Source: an optimization exercise on an open RTL-to-GDS flow (aim: small area, a short achievable clock period and few clock cycles per item). Production flows keep margins and buffers that such runs may drop.
Function was checked by simulation only, so behaviour that the tests miss may differ from the original.

==> flow/design.v <==
module yrc_rca #(parameter N = 8) (
    input  wire [N-1:0] a,
    input  wire [N-1:0] b,
    input  wire         ci,
    output wire [N-1:0] s,
    output wire         co
);
    wire [N:0] c;
    assign c[0] = ci;
    genvar k;
    generate
        for (k = 0; k < N; k = k + 1) begin : fa
            assign s[k]   = a[k] ^ b[k] ^ c[k];
            assign c[k+1] = (a[k] & b[k]) | (a[k] & c[k]) | (b[k] & c[k]);
        end
    endgenerate
    assign co = c[N];
endmodule
module yrc_cy #(parameter N = 8) (
    input  wire [N-1:0] a,
    input  wire [N-1:0] b,
    input  wire         ci,
    output wire         co
);
    wire [N:0] c;
    assign c[0] = ci;
    genvar k;
    generate
        for (k = 0; k < N; k = k + 1) begin : mj
            assign c[k+1] = (a[k] & b[k]) | (a[k] & c[k]) | (b[k] & c[k]);
        end
    endgenerate
    assign co = c[N];
endmodule
module yrc_inc #(parameter N = 8) (
    input  wire [N-1:0] a,
    input  wire         ci,
    output wire [N-1:0] s
);
    wire [N:0] c;
    assign c[0] = ci;
    genvar k;
    generate
        for (k = 0; k < N; k = k + 1) begin : ha
            assign s[k]   = a[k] ^ c[k];
            assign c[k+1] = a[k] & c[k];
        end
    endgenerate
endmodule
module yrc_csa #(parameter N = 8) (
    input  wire [N-1:0] a,
    input  wire [N-1:0] b,
    input  wire [N-1:0] c,
    output wire [N-1:0] s,
    output wire [N-1:0] y
);
    assign s = a ^ b ^ c;
    wire [N-1:0] m = (a & b) | (a & c) | (b & c);
    assign y = {m[N-2:0], 1'b0};
endmodule
module yrc_canny_px #(
    parameter IN_REG = 1
) (
    input  wire         clk,
    input  wire         rst,          
    input  wire         in_valid,
    output wire         in_ready,
    input  wire [199:0] in_win,       
    input  wire [3:0]   in_border,    
    output wire         out_valid,
    input  wire         out_ready,
    output wire [10:0]  out_mag,
    output wire [1:0]   out_sector,   
    output wire [1:0]   out_class     
);
    localparam integer NST   = IN_REG ? 3 : 2;    
    localparam integer DEPTH = NST + 2;           
    reg  rdy;
    wire acc = in_valid & rdy;
    assign in_ready = rdy;
    reg  [199:0] win_q;
    reg  [3:0]   bd0_q;
    reg          v0_q;
    wire [199:0] win;
    wire [3:0]   bd0;
    wire         v0;
    generate
        if (IN_REG) begin : g_in
            always @(posedge clk) begin
                win_q <= in_win;
                bd0_q <= in_border;
                v0_q  <= acc & ~rst;
            end
            assign win = win_q;
            assign bd0 = bd0_q;
            assign v0  = v0_q & ~rst;
        end else begin : g_noin
            assign win = in_win;
            assign bd0 = in_border;
            assign v0  = acc;
        end
    endgenerate
    wire [8:0] hp [0:19];
    wire [9:0] bx [0:15];
    genvar p, q;
    generate
        for (q = 0; q < 5; q = q + 1) begin : hrow
            for (p = 0; p < 4; p = p + 1) begin : hcol
                yrc_rca #(8) u_a (.a(win[8*(5*q+p) +: 8]), .b(win[8*(5*q+p+1) +: 8]),
                                  .ci(1'b0), .s(hp[4*q+p][7:0]), .co(hp[4*q+p][8]));
            end
        end
        for (q = 0; q < 4; q = q + 1) begin : brow
            for (p = 0; p < 4; p = p + 1) begin : bcol
                yrc_rca #(9) u_a (.a(hp[4*q+p]), .b(hp[4*(q+1)+p]),
                                  .ci(1'b0), .s(bx[4*q+p][8:0]), .co(bx[4*q+p][9]));
            end
        end
    endgenerate
    wire [10:0] u [0:8];
    wire [10:0] v [0:8];
    genvar a, b;
    generate
        for (b = 1; b < 4; b = b + 1) begin : prow
            for (a = 1; a < 4; a = a + 1) begin : pcol
                wire [9:0] up = (a == 2) ? bx[4*b+a]       : bx[4*(b-1)+a-1];
                wire [9:0] un = (a == 2) ? bx[4*(b-1)+a-1] : bx[4*b+a];
                wire [9:0] vp = (a == 2) ? bx[4*(b-1)+a]   : bx[4*b+a-1];
                wire [9:0] vn = (a == 2) ? bx[4*b+a-1]     : bx[4*(b-1)+a];
                wire cu, cv;
                yrc_rca #(10) u_u (.a(up), .b(~un), .ci(1'b1), .s(u[3*(b-1)+(a-1)][9:0]), .co(cu));
                yrc_rca #(10) u_v (.a(vp), .b(~vn), .ci(1'b1), .s(v[3*(b-1)+(a-1)][9:0]), .co(cv));
                assign u[3*(b-1)+(a-1)][10] = ~cu;
                assign v[3*(b-1)+(a-1)][10] = ~cv;
            end
        end
    endgenerate
    wire [9:0] nu, nv;
    yrc_rca #(10) u_nu (.a(bx[5]), .b(~bx[10]), .ci(1'b1), .s(nu), .co());
    yrc_rca #(10) u_nv (.a(bx[9]), .b(~bx[6]),  .ci(1'b1), .s(nv), .co());
    wire [9:0] au0 = u[4][10] ? nu : u[4][9:0];
    wire [9:0] av0 = v[4][10] ? nv : v[4][9:0];
    reg [10:0] u1 [0:8];
    reg [10:0] v1 [0:8];
    reg [9:0]  au1, av1;
    reg [3:0]  bd1;
    reg        v1_q;
    integer k;
    always @(posedge clk) begin
        for (k = 0; k < 9; k = k + 1) begin
            u1[k] <= u[k];
            v1[k] <= v[k];
        end
        au1  <= au0;
        av1  <= av0;
        bd1  <= bd0;
        v1_q <= v0 & ~rst;
    end
    wire [10:0] uc = u1[4];
    wire [10:0] vc = v1[4];
    wire su = uc[10], sv = vc[10];
    wire [9:0] au = au1;                            
    wire [9:0] av = av1;
    wire a_ge_b = (au >= av);
    wire [9:0] h  = a_ge_b ? au : av;
    wire [9:0] mn = a_ge_b ? av : au;
    wire [11:0] ho  = {2'b10, h};                   
    wire [11:0] hmo = {2'd0, h} + 12'd2047;         
    wire [8:0] gt, ge;
    genvar n;
    generate
        for (n = 0; n < 9; n = n + 1) begin : nb
            if (n != 4) begin : t
                wire [11:0] uo = {~u1[n][10], u1[n]};   
                wire [11:0] vo = {~v1[n][10], v1[n]};
                wire ci = (n == 5 || n == 7);           
                wire c1, c2, c3, c4;
                yrc_cy #(12) c_1 (.a(ho),  .b(~uo), .ci(ci), .co(c1));
                yrc_cy #(12) c_2 (.a(hmo), .b(uo),  .ci(ci), .co(c2));
                yrc_cy #(12) c_3 (.a(ho),  .b(~vo), .ci(ci), .co(c3));
                yrc_cy #(12) c_4 (.a(hmo), .b(vo),  .ci(ci), .co(c4));
                assign gt[n] = c1 & c2 & c3 & c4;
            end else begin : c
                assign gt[n] = 1'b0;
            end
        end
    endgenerate
    wire lf = bd1[0], rt = bd1[1], tp = bd1[2], bt = bd1[3];
    wire hnz = |h;
    wire [7:0] nt;
    assign nt[0] = lf          ? hnz  : gt[3];    
    assign nt[1] = rt          ? 1'b1 : gt[5];    
    assign nt[2] = tp          ? hnz  : gt[1];    
    assign nt[3] = bt          ? 1'b1 : gt[7];    
    assign nt[4] = (lf | tp)   ? hnz  : gt[0];    
    assign nt[5] = (rt | bt)   ? hnz  : gt[8];    
    assign nt[6] = (rt | tp)   ? hnz  : gt[2];    
    assign nt[7] = (lf | bt)   ? hnz  : gt[6];    
    reg [9:0] h2, mn2;
    reg [7:0] nt2;
    reg       ab2, su2, sv2, v2_q;
    always @(posedge clk) begin
        h2   <= h;
        mn2  <= mn;
        nt2  <= nt;
        ab2  <= a_ge_b;
        su2  <= su;
        sv2  <= sv;
        v2_q <= v1_q & ~rst;
    end
    wire [25:0] t0 = {16'd0, h2};
    wire [25:0] t1 = {14'd0, h2, 2'd0};
    wire [25:0] t2 = {8'd0, h2, 8'd0};
    wire [25:0] t3 = {6'd0, h2, 10'd0};
    wire [25:0] t4 = {4'd0, h2, 12'd0};
    wire [25:0] t5 = {3'd0, h2, 13'd0};
    wire [25:0] t6 = ~{1'b0, mn2, 15'd0};
    wire [25:0] s1, c1, s2, c2, s3, c3, s4, c4, s5, c5;
    yrc_csa #(26) u_c1 (.a(t0), .b(t1), .c(t2), .s(s1), .y(c1));
    yrc_csa #(26) u_c2 (.a(t3), .b(t4), .c(t5), .s(s2), .y(c2));
    yrc_csa #(26) u_c3 (.a(s1), .b(c1), .c(s2), .s(s3), .y(c3));
    yrc_csa #(26) u_c4 (.a(c2), .b(t6), .c(s3), .s(s4), .y(c4));
    yrc_csa #(26) u_c5 (.a(s4), .b(c4), .c(c3), .s(s5), .y(c5));
    wire [25:0] dif = s5 + c5 + 26'd1;
    wire diag = ~dif[25];
    wire [1:0] sector = diag ? (ab2 ? 2'd2 : 2'd3) : ((su2 == sv2) ? 2'd0 : 2'd1);
    reg is_max;
    always @(*) begin
        case (sector)
            2'd0:    is_max = nt2[0] & nt2[1];
            2'd1:    is_max = nt2[2] & nt2[3];
            2'd2:    is_max = nt2[4] & nt2[5];
            default: is_max = nt2[6] & nt2[7];
        endcase
    end
    wire [1:0] cls = (h2 > 10'd25 && is_max) ? ((h2 > 10'd75) ? 2'd2 : 2'd1) : 2'd0;
    reg  [13:0] fifo [0:DEPTH-1];
    reg  [2:0]  wp, rp, cnt, outst;
    wire        wr   = v2_q;
    wire        xfer = (cnt != 3'd0) & out_ready;
    always @(posedge clk) begin
        if (wr) fifo[wp] <= {cls, sector, h2};
    end
    wire [2:0] outst_n = outst + {2'd0, acc} - {2'd0, xfer};
    always @(posedge clk) begin
        if (rst) begin
            wp <= 3'd0; rp <= 3'd0; cnt <= 3'd0; outst <= 3'd0; rdy <= 1'b1;
        end else begin
            if (wr)   wp <= (wp == DEPTH-1) ? 3'd0 : wp + 3'd1;
            if (xfer) rp <= (rp == DEPTH-1) ? 3'd0 : rp + 3'd1;
            cnt   <= cnt + {2'd0, wr} - {2'd0, xfer};
            outst <= outst_n;
            rdy   <= (outst_n < DEPTH);
        end
    end
    wire [13:0] head = fifo[rp];
    assign out_valid  = (cnt != 3'd0);
    assign out_mag    = {head[9:0], 1'b0};
    assign out_sector = head[11:10];
    assign out_class  = head[13:12];
endmodule
==> flow/run.sh <==
#!/bin/bash
# synth_recipe.tcl (not shown) runs the flow's synth.tcl, then flattens the netlist and writes it again
# the make line also repeats each setting of config.mk as NAME=value (left out here)
make -C /OpenROAD-flow-scripts/flow DESIGN_CONFIG=/design/flow/config.mk WORK_HOME=/design/flow/orfs CLKGATE_MAP_FILE= SYNTH_SCRIPT=/design/flow/synth_recipe.tcl finish
==> flow/config.mk <==
export PLATFORM = sky130hd
export DESIGN_NAME = yrc_canny_px
export DESIGN_NICKNAME = yrc_canny_px
export VERILOG_FILES = /design/flow/design.v
export SDC_FILE = /design/flow/constraint.sdc
export NUM_CORES = 4
export LEC_CHECK = 0
export CAP_MARGIN = 20
export CORE_MARGIN = 2
export CORE_UTILIZATION = 40
export SLEW_MARGIN = 20
==> flow/constraint.sdc <==
create_clock -name core_clock -period 17.0 [get_ports {clk}]
set_input_delay 3.4000 -clock core_clock [delete_from_list [all_inputs] [get_ports {clk}]]
set_output_delay 3.4000 -clock core_clock [all_outputs]
set_load 0.01 [all_outputs]
==> summary.txt <==
PortBufs = 223
Die X = 287.5 um
CTS tree = built
post-synth top area share = 0.3001
first-pass GRT wire length = 143200 um
antenna violations before repair = 3
routed len/inst = 22.77 um
nets = 3903
Post-Syn Area = 0.03216 mm2
Syn Inst Count = 2856
Crit path arrival time = 7370 ps
1st-pass router iterations = 6
most numerous cell in the Yosys netlist = inv_1
Post-CTS Hold Fix Bufs = 0
CP Launch Type = flip-flop
Setup WS pre-CTS = 10200 ps
Final Setup Violations = 0
met3 track demand over resource = 0.03637
Final min period = 6871 ps
vias in the first global route = 23082
Slew Viols, Final = 0
critical path required time = 17500 ps
I/O pins = 225
cell count of the worst reg-to-reg path = 14
FMAX = 145.5 MHz
worst hold stages = 0
Worst-Skew Late Latency = 640 ps
post-synthesis sequential area ratio = 0.3492
Ant. Diodes = 0
setup slack, reg-to-reg = 10130 ps
dpl hpwl = 77890 um
setup tns final = 0 ps
clock slew at reported path FFs = 70 ps
Synth Register Bits = 526
Final Hold Vio Count = 0
vias per cell = 5.196
min-delay worst type = reg -> reg
Vias = 21697
Slowest-stage cell, CP = fa_1
Mapped Nets = 3681
critical path class = reg -> reg
1st-iter DRT viols = 1975
Hold EP = bd1[3]
Netlist cell types = 96
Setup Skew = 37.88 ps
most instantiated cells after synthesis = inv_1, fa_1, dfxtp_1
max incr delay on CP = 720 ps
Placed Cells = 4068
Setup Fix Bufs, Post-CTS = 0
Placed Area = 0.03549 mm2
grt ovf = 0
Min Hold Slack = 324.4 ps
GRT met1 Usage = 0.3181
initial core utilization = 0.4057
max_slew headroom = 0.3360
Area Growth Syn to Fin = 16.72%
Slew @ Worst Pin = 993.8 ps
reg-to-reg endpoint = av1[2]
status = timing/DRC/antenna clean
die area = 0.08268 mm2
RSZ-0062 raised after global routing = false
period utilisation layout = 0.4042
Placer Congestion = 0.9462
clk buf depth = 3
Final ANT Viol Nets = 0
share of layout cells above drive strength 1 = 0.06974
syn avg cell area = 11.26 um2
Core Util, Final = 0.4736
Top FF cell, synth = dfxtp_1
reg-to-reg critical path startpoint = win_q[96]
H-tree levels = 2
min-delay src = bd0_q[3]
Post-synth EDFFs = 70
largest area contributor in the synthesized netlist = fa_1
root buffer cell = clkbuf_16
largest net degree at the start of global routing = 43
ys async rst share = 0
area of the core = 0.07926 mm2
routing usage on met2 = 0.3890
Row Count = 103
fin worst setup slack = 10130 ps
Finished Cell Area = 0.03753 mm2
Yosys warnings = 5
cts repair resizes = 0
DRC viols = 0
Crit. End Element = flip-flop
critical path peak fanout = 11
die height = 287.5 um
max-cap viol count = 0
CP Cell Sequence = ha_1, fa_1, fa_1, inv_1, fa_1, fa_1, fa_1, fa_1, fa_1, fa_1, fa_1, fa_1, fa_1, mux2i_1
cts bufs inserted = 58
global routing's busiest layer = met2
CP most frequent cell = fa_1
final cell count without fillers = 4176
synth top area cells = fa_1, dfxtp_1, inv_1, edfxtp_1, ha_1
GR Util All Layers = 0.2345
WL final = 95100 um
CTS Sinks = 526
cell families (layout without fill, tap and decap cells):
logic type | Yosys count | count (layout) | share of synthesized area
AOI/OAI and AO/OA | 536 | 536 | 0.1168
muxes | 48 | 48 | 0.02097
and+or+nand+nor | 358 | 358 | 0.05385
xor gates and xnor gates | 22 | 22 | 0.006575
buffers and inverters | 701 | 971 | 0.08462
adders and majority gates | 664 | 664 | 0.3678
DFF | 526 | 526 | 0.3492
other | 1 | 1 | 0.0001166
cell usage in the layout, fill, tap and decap left out, drive strengths merged, types with 10 or more instances in the layout:
cell type / synthesis / layout
nor2: 99 / 99
a21o: 13 / 13
o221ai: 13 / 13
nor4: 17 / 17
dfxtp: 456 / 456
a222oi: 13 / 13
edfxtp: 70 / 70
xnor2: 18 / 18
mux4: 14 / 14
fa: 482 / 482
o2111ai: 15 / 15
o211ai: 14 / 14
nand2: 101 / 101
ha: 135 / 135
mux2: 15 / 15
clkdlybuf4s50: 0 / 223
nor3: 44 / 44
nand3: 26 / 26
or2: 12 / 12
buf: 50 / 20
o21a: 13 / 13
inv: 619 / 621
a221oi: 20 / 20
maj3: 47 / 47
a21oi: 112 / 112
a211oi: 21 / 21
o31ai: 15 / 15
clkbuf: 31 / 75
a31oi: 22 / 22
clkinv: 1 / 16
a211o: 11 / 11
mux2i: 19 / 19
nor2b: 12 / 12
o22ai: 39 / 39
o21ai: 118 / 118
nand2b: 10 / 10
critical path, delay by kind of cell (launching register included):
kind,cells,cell delay [ps]
adders and majority gates,12,5850
buffers and inverters,1,140
DFF,1,320
muxes,1,420
how the worst max path moves through the flow:
stage / start / depth (start not counted) / slack [ps] / end
after global routing: win_q[96] / 14 / 9940 / av1[2]
after global placement: win_q[96] / 14 / 10170 / av1[2]
after CTS: win_q[96] / 14 / 10160 / av1[2]
after detailed placement: win_q[96] / 14 / 10200 / av1[2]
after floorplan: win_q[136] / 16 / 10750 / au1[9]
final: win_q[96] / 14 / 10130 / av1[2]
registers in the layout, indices dropped and copies added, names as in the netlist, 3 cells and up, named ones only:
signal and cells:
bd1 4, h2 10, v1 89, u1 89, au1 10, av1 10, fifo 70, rp 3
win_q 200, mn2 10, outst 3, bd0_q 4, wp 3, nt2 8, cnt 3
area by class of cell:
cell class              count  area (um2)
well taps                1050        1314
multi-input cells        1629       18240
fillers                  7282       41720
repair buffers            243        2382
clock buffers              75        1627
inverters                 620        2330
clock inverters            33       415.4
flip-flops and latches    526       11230
per-layer routing:
layer	vias up	wire length, um	part of all wire
met1	10804	40290	0.42
li1	9814	-	-
met5	-	10	0.00011
met4	2	2908	0.031
met3	160	6841	0.072
met2	917	45050	0.47
Testbench counts, summed over its fixed seeds: cycles 12,016, items 12,000.

what the ideal ports hide:
Ports are ideal in the flow. The routed layout listed here was re-timed in OpenROAD.
Step 1 assumes that a clkbuf_16 drives the clock port and a buf_2 every other input.
Step 2 times the ports against the registers' clock, not the clock port: input delays grow and output delays shrink by t, the midpoint of the rising clock arrivals with the driver on.
a / b / c = ideal / step 1 / step 2; a / b = the first two.
t, ns: 0.681
setup WS [ns]: 10.129 / 10.129 / 10.129
cell pins on the clock port's net: 1
After both steps this run still meets setup and hold. For this run, drivers alone change the setup slack by 0.000 ns; drivers and shift together by 0.000 ns.
